Background: an optimization exercise with open tools, aiming at a short achievable clock period and few clock cycles. Do not read the settings as production practice.
In this exercise RTL edits were held to simulation tests only and were not proved equivalent to the original.
Power figures rest on the tool's default switching activity, not on a simulated workload.

### config.mk
export PLATFORM = sky130hd
export DESIGN_NAME = cm3_engine
export DESIGN_NICKNAME = cm3_engine
export VERILOG_FILES = /design/flow/design.v
export SDC_FILE = /design/flow/constraint.sdc
export NUM_CORES = 4
export LEC_CHECK = 0
export CAP_MARGIN = 20
export CORE_MARGIN = 2
export CORE_UTILIZATION = 40
export SLEW_MARGIN = 20
### run.sh
#!/bin/bash
# synth_recipe.tcl (not shown) runs the flow's synth.tcl, then flattens the netlist and writes it again
# the make line also repeats each setting of config.mk as NAME=value (left out here)
make -C /OpenROAD-flow-scripts/flow DESIGN_CONFIG=/design/flow/config.mk WORK_HOME=/design/flow/orfs CLKGATE_MAP_FILE= SYNTH_SCRIPT=/design/flow/synth_recipe.tcl finish
### design.v
module cm3_engine (
    input  wire        clk,
    input  wire        rst,           
    input  wire        start,         
    input  wire        bound_en,      
    input  wire [15:0] max_steps,     
    output wire        done,          
    output wire        halt_reason,   
    output wire [16:0] pc_out,
    output wire [14:0] executed,
    input  wire [4:0]  reg_sel,
    output wire [31:0] reg_rdata,
    output reg         mem_re,
    output reg         mem_we,
    output reg  [15:0] mem_addr,
    output reg  [7:0]  mem_wdata,
    input  wire [7:0]  mem_rdata
);
    localparam OP_LOAD  = 6'h06;
    localparam OP_READ  = 6'h16;
    localparam OP_WRITE = 6'h1A;
    localparam OP_POW   = 6'h2A;
    localparam S_IDLE   = 4'd0;
    localparam S_DISP   = 4'd1;    
    localparam S_FETCH  = 4'd2;    
    localparam S_EXEC   = 4'd3;
    localparam S_RDWAIT = 4'd4;    
    localparam S_POWB   = 4'd5;    
    localparam S_POWE   = 4'd6;    
    localparam S_POWL   = 4'd7;    
    localparam S_DONE   = 4'd8;
    reg [3:0]  state;
    reg [16:0] pc;
    reg [15:0] steps;
    reg [14:0] exec_cnt;
    reg        reason;
    reg [31:0] x [0:31];
    reg [7:0]  ib [0:5];          
    reg [2:0]  k;                 
    reg        base_ok, exp_ok;   
    reg [7:0]  pbase;
    reg [7:0]  pcnt;
    reg [31:0] acc;
    integer i;
    wire [47:0] w = {ib[5], ib[4], ib[3], ib[2], ib[1], ib[0]};
    wire [5:0]  op = w[5:0];
    wire [12:0] ld_const = w[18:6];
    wire [4:0]  ld_rd    = w[23:19];
    wire [4:0]  rd_rd    = w[10:6];
    wire [7:0]  rd_off   = w[18:11];
    wire [4:0]  rd_ar    = w[23:19];
    wire [4:0]  wr_vr    = w[10:6];
    wire [4:0]  wr_ar    = w[15:11];
    wire [7:0]  wr_off   = w[23:16];
    wire [4:0]  pw_v2    = w[10:6];
    wire [4:0]  pw_rd    = w[15:11];
    wire [25:0] pw_addr  = w[41:16];
    wire [32:0] rd_t = {1'b0, x[rd_ar]} + {25'd0, rd_off};
    wire [32:0] wr_t = {1'b0, x[wr_ar]} + {25'd0, wr_off};
    wire [31:0] exp_a = x[pw_v2];
    wire [5:0] op_in = mem_rdata[5:0];
    wire op_known = (op_in == OP_LOAD) || (op_in == OP_READ) ||
                    (op_in == OP_WRITE) || (op_in == OP_POW);
    wire [2:0] len_in = (ib[0][5:0] == OP_POW) ? 3'd6 : 3'd3;
    wire [16:0] fa_next = pc + {14'd0, k} + 17'd1;
    wire [16:0] fa_cur  = pc + {14'd0, k};
    wire [39:0] prod = acc * pbase;
    wire [31:0] prod_sat = (prod[39:32] != 8'd0) ? 32'hFFFF_FFFF : prod[31:0];
    assign done        = (state == S_DONE);
    assign halt_reason = reason;
    assign pc_out      = pc;
    assign executed    = exec_cnt;
    assign reg_rdata   = x[reg_sel];
    always @(*) begin
        mem_re    = 1'b0;
        mem_we    = 1'b0;
        mem_addr  = 16'd0;
        mem_wdata = 8'd0;
        case (state)
            S_DISP: begin
                if (pc < 17'd65534 && !(bound_en && steps >= max_steps)) begin
                    mem_re   = 1'b1;
                    mem_addr = pc[15:0];
                end
            end
            S_FETCH: begin
                if (k == 3'd0) begin
                    if (op_known && !fa_next[16]) begin
                        mem_re   = 1'b1;
                        mem_addr = fa_next[15:0];
                    end
                end else if (k + 3'd1 < len_in && !fa_next[16]) begin
                    mem_re   = 1'b1;
                    mem_addr = fa_next[15:0];
                end
            end
            S_EXEC: begin
                case (op)
                    OP_READ: if (rd_t < 33'd65536) begin
                        mem_re   = 1'b1;
                        mem_addr = rd_t[15:0];
                    end
                    OP_WRITE: if (wr_t < 33'd65536) begin
                        mem_we    = 1'b1;
                        mem_addr  = wr_t[15:0];
                        mem_wdata = x[wr_vr][7:0];
                    end
                    OP_POW: if (pw_addr < 26'd65536) begin
                        mem_re   = 1'b1;
                        mem_addr = pw_addr[15:0];
                    end
                    default: ;
                endcase
            end
            S_POWB: begin
                if (exp_a < 32'd65536) begin
                    mem_re   = 1'b1;
                    mem_addr = exp_a[15:0];
                end
            end
            default: ;
        endcase
    end
    always @(posedge clk) begin
        if (rst) begin
            state    <= S_IDLE;
            pc       <= 17'd0;
            steps    <= 16'd0;
            exec_cnt <= 15'd0;
            reason   <= 1'b0;
        end else begin
            case (state)
                S_IDLE, S_DONE: begin
                    if (start) begin
                        state    <= S_DISP;
                        pc       <= 17'd0;
                        steps    <= 16'd0;
                        exec_cnt <= 15'd0;
                        reason   <= 1'b0;
                        for (i = 0; i < 32; i = i + 1)
                            x[i] <= 32'd0;
                    end
                end
                S_DISP: begin
                    if (pc >= 17'd65534) begin
                        reason <= 1'b0;
                        state  <= S_DONE;
                    end else if (bound_en && steps >= max_steps) begin
                        reason <= 1'b1;
                        state  <= S_DONE;
                    end else begin
                        k     <= 3'd0;
                        state <= S_FETCH;
                    end
                end
                S_FETCH: begin
                    ib[k] <= fa_cur[16] ? 8'd0 : mem_rdata;
                    if (k == 3'd0) begin
                        if (!op_known) begin
                            pc    <= pc + 17'd3;
                            steps <= steps + 16'd1;
                            state <= S_DISP;
                        end else begin
                            k <= 3'd1;
                        end
                    end else if (k + 3'd1 < len_in) begin
                        k <= k + 3'd1;
                    end else begin
                        state <= S_EXEC;
                    end
                end
                S_EXEC: begin
                    case (op)
                        OP_LOAD: begin
                            x[ld_rd] <= {19'd0, ld_const};
                            pc       <= pc + 17'd3;
                            exec_cnt <= exec_cnt + 15'd1;
                            steps    <= steps + 16'd1;
                            state    <= S_DISP;
                        end
                        OP_READ: begin
                            if (rd_t < 33'd65536) begin
                                state <= S_RDWAIT;
                            end else begin
                                pc       <= pc + 17'd3;
                                exec_cnt <= exec_cnt + 15'd1;
                                steps    <= steps + 16'd1;
                                state    <= S_DISP;
                            end
                        end
                        OP_WRITE: begin
                            pc       <= pc + 17'd3;
                            exec_cnt <= exec_cnt + 15'd1;
                            steps    <= steps + 16'd1;
                            state    <= S_DISP;
                        end
                        default: begin  
                            base_ok <= (pw_addr < 26'd65536);
                            state   <= S_POWB;
                        end
                    endcase
                end
                S_RDWAIT: begin
                    x[rd_rd] <= {24'd0, mem_rdata};
                    pc       <= pc + 17'd3;
                    exec_cnt <= exec_cnt + 15'd1;
                    steps    <= steps + 16'd1;
                    state    <= S_DISP;
                end
                S_POWB: begin
                    pbase  <= base_ok ? mem_rdata : 8'd0;
                    exp_ok <= (exp_a < 32'd65536);
                    state  <= S_POWE;
                end
                S_POWE: begin
                    pcnt  <= exp_ok ? mem_rdata : 8'd0;
                    acc   <= 32'd1;
                    state <= S_POWL;
                end
                S_POWL: begin
                    if (pcnt == 8'd0) begin
                        x[pw_rd] <= acc;
                        pc       <= pc + 17'd6;
                        exec_cnt <= exec_cnt + 15'd1;
                        steps    <= steps + 16'd1;
                        state    <= S_DISP;
                    end else begin
                        acc  <= prod_sat;
                        pcnt <= pcnt - 8'd1;
                    end
                end
                default: state <= S_IDLE;
            endcase
        end
    end
endmodule
### constraint.sdc
create_clock -name core_clock -period 12.0 [get_ports {clk}]
set_input_delay 2.4000 -clock core_clock [delete_from_list [all_inputs] [get_ports {clk}]]
set_output_delay 2.4000 -clock core_clock [all_outputs]
set_load 0.01 [all_outputs]
==> results_dict.tcl <==
set metrics [dict create \
    dp_slack_ns 2.45 \
    start_kind "flop" \
    finalSetupViolations 0 \
    synth_fa_ha_area_frac 0.0593 \
    root_buffer "clkbuf_16" \
    async_flop_share 0 \
    arrival_ns 8.30 \
    tightest_slew_ns 1.25 \
    clk_pin_slew_ns 0.06 \
    syn_area_per_cell_um2 12.9 \
    synthFlopType "edfxtp_1" \
    final-hold-violation-count 0 \
    firstDrtPassIters 7 \
    io_buffers 124 \
    synth.area.mux_share 0.306 \
    synth_edf_count 1119 \
    critPathSlowestCell "edfxtp_1" \
    setup_slack_ns 1.30 \
    top_usage_layer "met2" \
    synth-seq-cells 1172 \
    synth_cells 6533 \
    hp-class "flop to flop" \
    post_cts_buffers 0 \
    synth_compound_area_frac 0.0514 \
    syn-num-nets 6857 \
    use_met3 0.139 \
    grtUsageTotal 0.338 \
    overflow 0 \
    cts_tree "yes" \
    skew_ns 0.0343 \
    cts_htree_levels 4 \
    grt_use_met1 0.418 \
    synthTopCellsByCount "1170 x nor2_1, 1119 x edfxtp_1, 1024 x mux4_2" \
    syn-cell-area_um2 84500 \
    die_w_um 464 \
    ys_warn_count 1 \
    relSlewSlack 0.158 \
    place_inst 9052 \
    cp_top_family "compound AO/OA/AOI/OAI gates" \
    p_leak_nw 30.6 \
    grt_max_degree 118 \
    synth_xor_area_frac 0.0101 \
    route.detailed.drc 0 \
    synth_largest_area_cell "edfxtp_1" \
    place_hpwl_um 238000 \
    worst-path-buf-inv 3 \
    ctsHoldBuffers 0 \
    coreArea_um2 210000 \
    clock.fmax_mhz 93.5 \
    fin_tns_setup_ns 0 \
    vias_per_cell 7.13 \
    route.vias.total 66400 \
    p_total_mw 11.1 \
    synth_top_family_by_area "multiplexers" \
    critical_path.most_common_cell "mux4_2" \
    cp.required_ns 9.60 \
    initialDrtViolationCount 12600 \
    ys_top_cells_by_area "edfxtp_1 40%, mux4_2 27%, nor2_1 5.2%" \
    synth-simple-area-share 0.121 \
    power.density_nw_per_um2 119 \
    report.final.slew_viol_count 0 \
    cts_buffers 138 \
    fin_area_um2 93100 \
    rsz0062_at_grt "no" \
    ys_seq_area_frac 0.410 \
    whs_ns 0.495 \
    ant_nets 0 \
    synth_top_area_frac 0.398 \
    place_congestion 1.02 \
    wirelength_um 369000 \
    final_cells 9314 \
    timing.final.crit_share 0.891 \
    crit_chain "buf_12 > buf_4 > mux4_2 > mux4_2 > mux2_2 > ha_1 > a21boi_0 > o21ai_0 > a21oi_1 > nand3_1 > o31ai_1 > nand4_2 > nor2_1 > a221oi_1 > nand2_1 > clkdlybuf4s50_1" \
    fin_crit_ns 10.70 \
    grt_pass1_wl_um 511000 \
    die_area_um2 215000 \
    clock-sinks 1172 \
    drive_gt1_frac 0.252 \
    synthToLayoutAreaGrowth_pct 10.2 \
    end_kind "output pin" \
    grt_pass1_vias 64100 \
    clock_latency_ns 0.84 \
    cap_violations 0 \
    cts_resized 0 \
    antenna_found_initial 23 \
    synth_cell_types 103 \
    outcome "timing/DRC/antenna clean" \
    top_level_ports 125 \
    placed_cell_area_um2 88500 \
    start_util 0.403 \
    peakVddDrop_mv 0.126 \
    nNetsFinal 6713 \
    grt_use_met2 0.485 \
    die_h_um 464 \
    crit_fanout 39 \
    cts_buffer_depth 3 \
    wire_per_inst_um 39.6 \
    synth_most_common_cell "nor2_1" \
    path_class "flop to output pin" \
    fin_util 0.444 \
    row_count 168 \
    crit_path_max_incr_delay_ns 0.92 \
]
layer usage:
layer,up-vias,wire length (um)
met5,-,134
met4,22,30500
li1,25000,-
met3,1484,59500
met2,6433,156000
met1,33500,123000
cells by family after synthesis:
kind of cell,after synthesis
AOI/OAI and AO/OA,643
xor gates and xnor gates,97
adders and majority gates,291
buffers and inverters,844
DFF,1172
muxes,1231
and+or+nand+nor,2255
path summary, 6_finish.rpt:
kind | cells past startpoint | start | slack, ns | to
worst max-delay path | 16 | ib[2][4] | 1.30 | mem_addr[12]
worst min register to register | 2 | exec_cnt[14] | 0.49 | exec_cnt[14]
worst min-delay path | 2 | exec_cnt[14] | 0.49 | exec_cnt[14]
worst max register to register | 16 | ib[2][4] | 4.93 | pc[14]
placed cells by master, fill, tap and decap left out, drive strengths merged, types with 14 or more instances in the layout:
master,count
a31oi,22
and2,191
nand3,101
xor2,36
or3,18
dfxtp,53
nand2,390
a21oi,165
o21ai,106
a211oi,16
inv,264
nor2b,21
or4,36
nand2b,32
fa,183
mux2i,109
a21o,49
ha,108
clkinv,66
nor2,1179
xnor2,61
clkdlybuf4s50,119
buf,189
a221oi,23
edfxtp,1119
a22oi,68
o31ai,18
nor4,82
nor3b,15
mux2,60
o21bai,14
o21a,27
o211ai,16
nor3,75
clkbuf,155
and3,29
nand4,31
mux4,1062
area by class of cell:
class | count | area, um2
multi-input combinational | 4517 | 46600
clock inverter | 97 | 958
antenna | 8 | 20.0
inverter | 252 | 948
sequential | 1172 | 34700
clock buffer | 155 | 3560
timing repair buffer | 308 | 2840
tap | 2805 | 3510
fill | 18900 | 117000
flip-flops by register name (all words and copies together) (netlist names), 3 cells and up:
register,count
steps,16
exec_cnt,15
acc,32
pc,17
pcnt,8
ib,42
pbase,8
k,3
state,4
x,1024
where the power goes:
| group | leakage [nW] | internal (mW) | switching [mW] |
|---|---|---|---|
| sequential | 11.1 | 4.77 | 0.322 |
| combinational | 17.2 | 0.654 | 0.981 |
| clock | 2.22 | 2.44 | 1.91 |
| total | 30.6 | 7.86 | 3.21 |
worst min-delay path, delay by kind of cell (launching register included):
family	cells	cell delay, ns
AOI/OAI and AO/OA	2	0.13
DFF	1	0.31
Testbench counts, summed over its fixed seeds: cycles 230,659.

==> afterwards: timing with drivers on the ports <==
The results above use ideal ports. As a check the final layout listed here was re-extracted and re-timed, cells and wires unchanged. Step 1: set_driving_cell puts a clkbuf_16 on clk and a buf_2 on each other input, an assumption about the parent block. Step 2 adds t to the input delays and takes it off the output delays; t is the mean of the earliest and latest rising clock arrival at the registers after step 1. Input paths then give back, and output paths get back, about the clock's delay inside the block. Slacks: ideal / step 1 / step 2; pairs: ideal / step 1.
t (ns): 0.915
setup WS [ns]: 1.302 / 1.212 / 2.127
worst setup path after step 2: register to output
worst register clock-pin slew, ns: 0.08 / 0.08
cell pins on the clock port's net: 1
After both steps this run still meets setup and hold. The setup slack of this run moves by -0.090 ns with the drivers and by +0.825 ns with both steps.
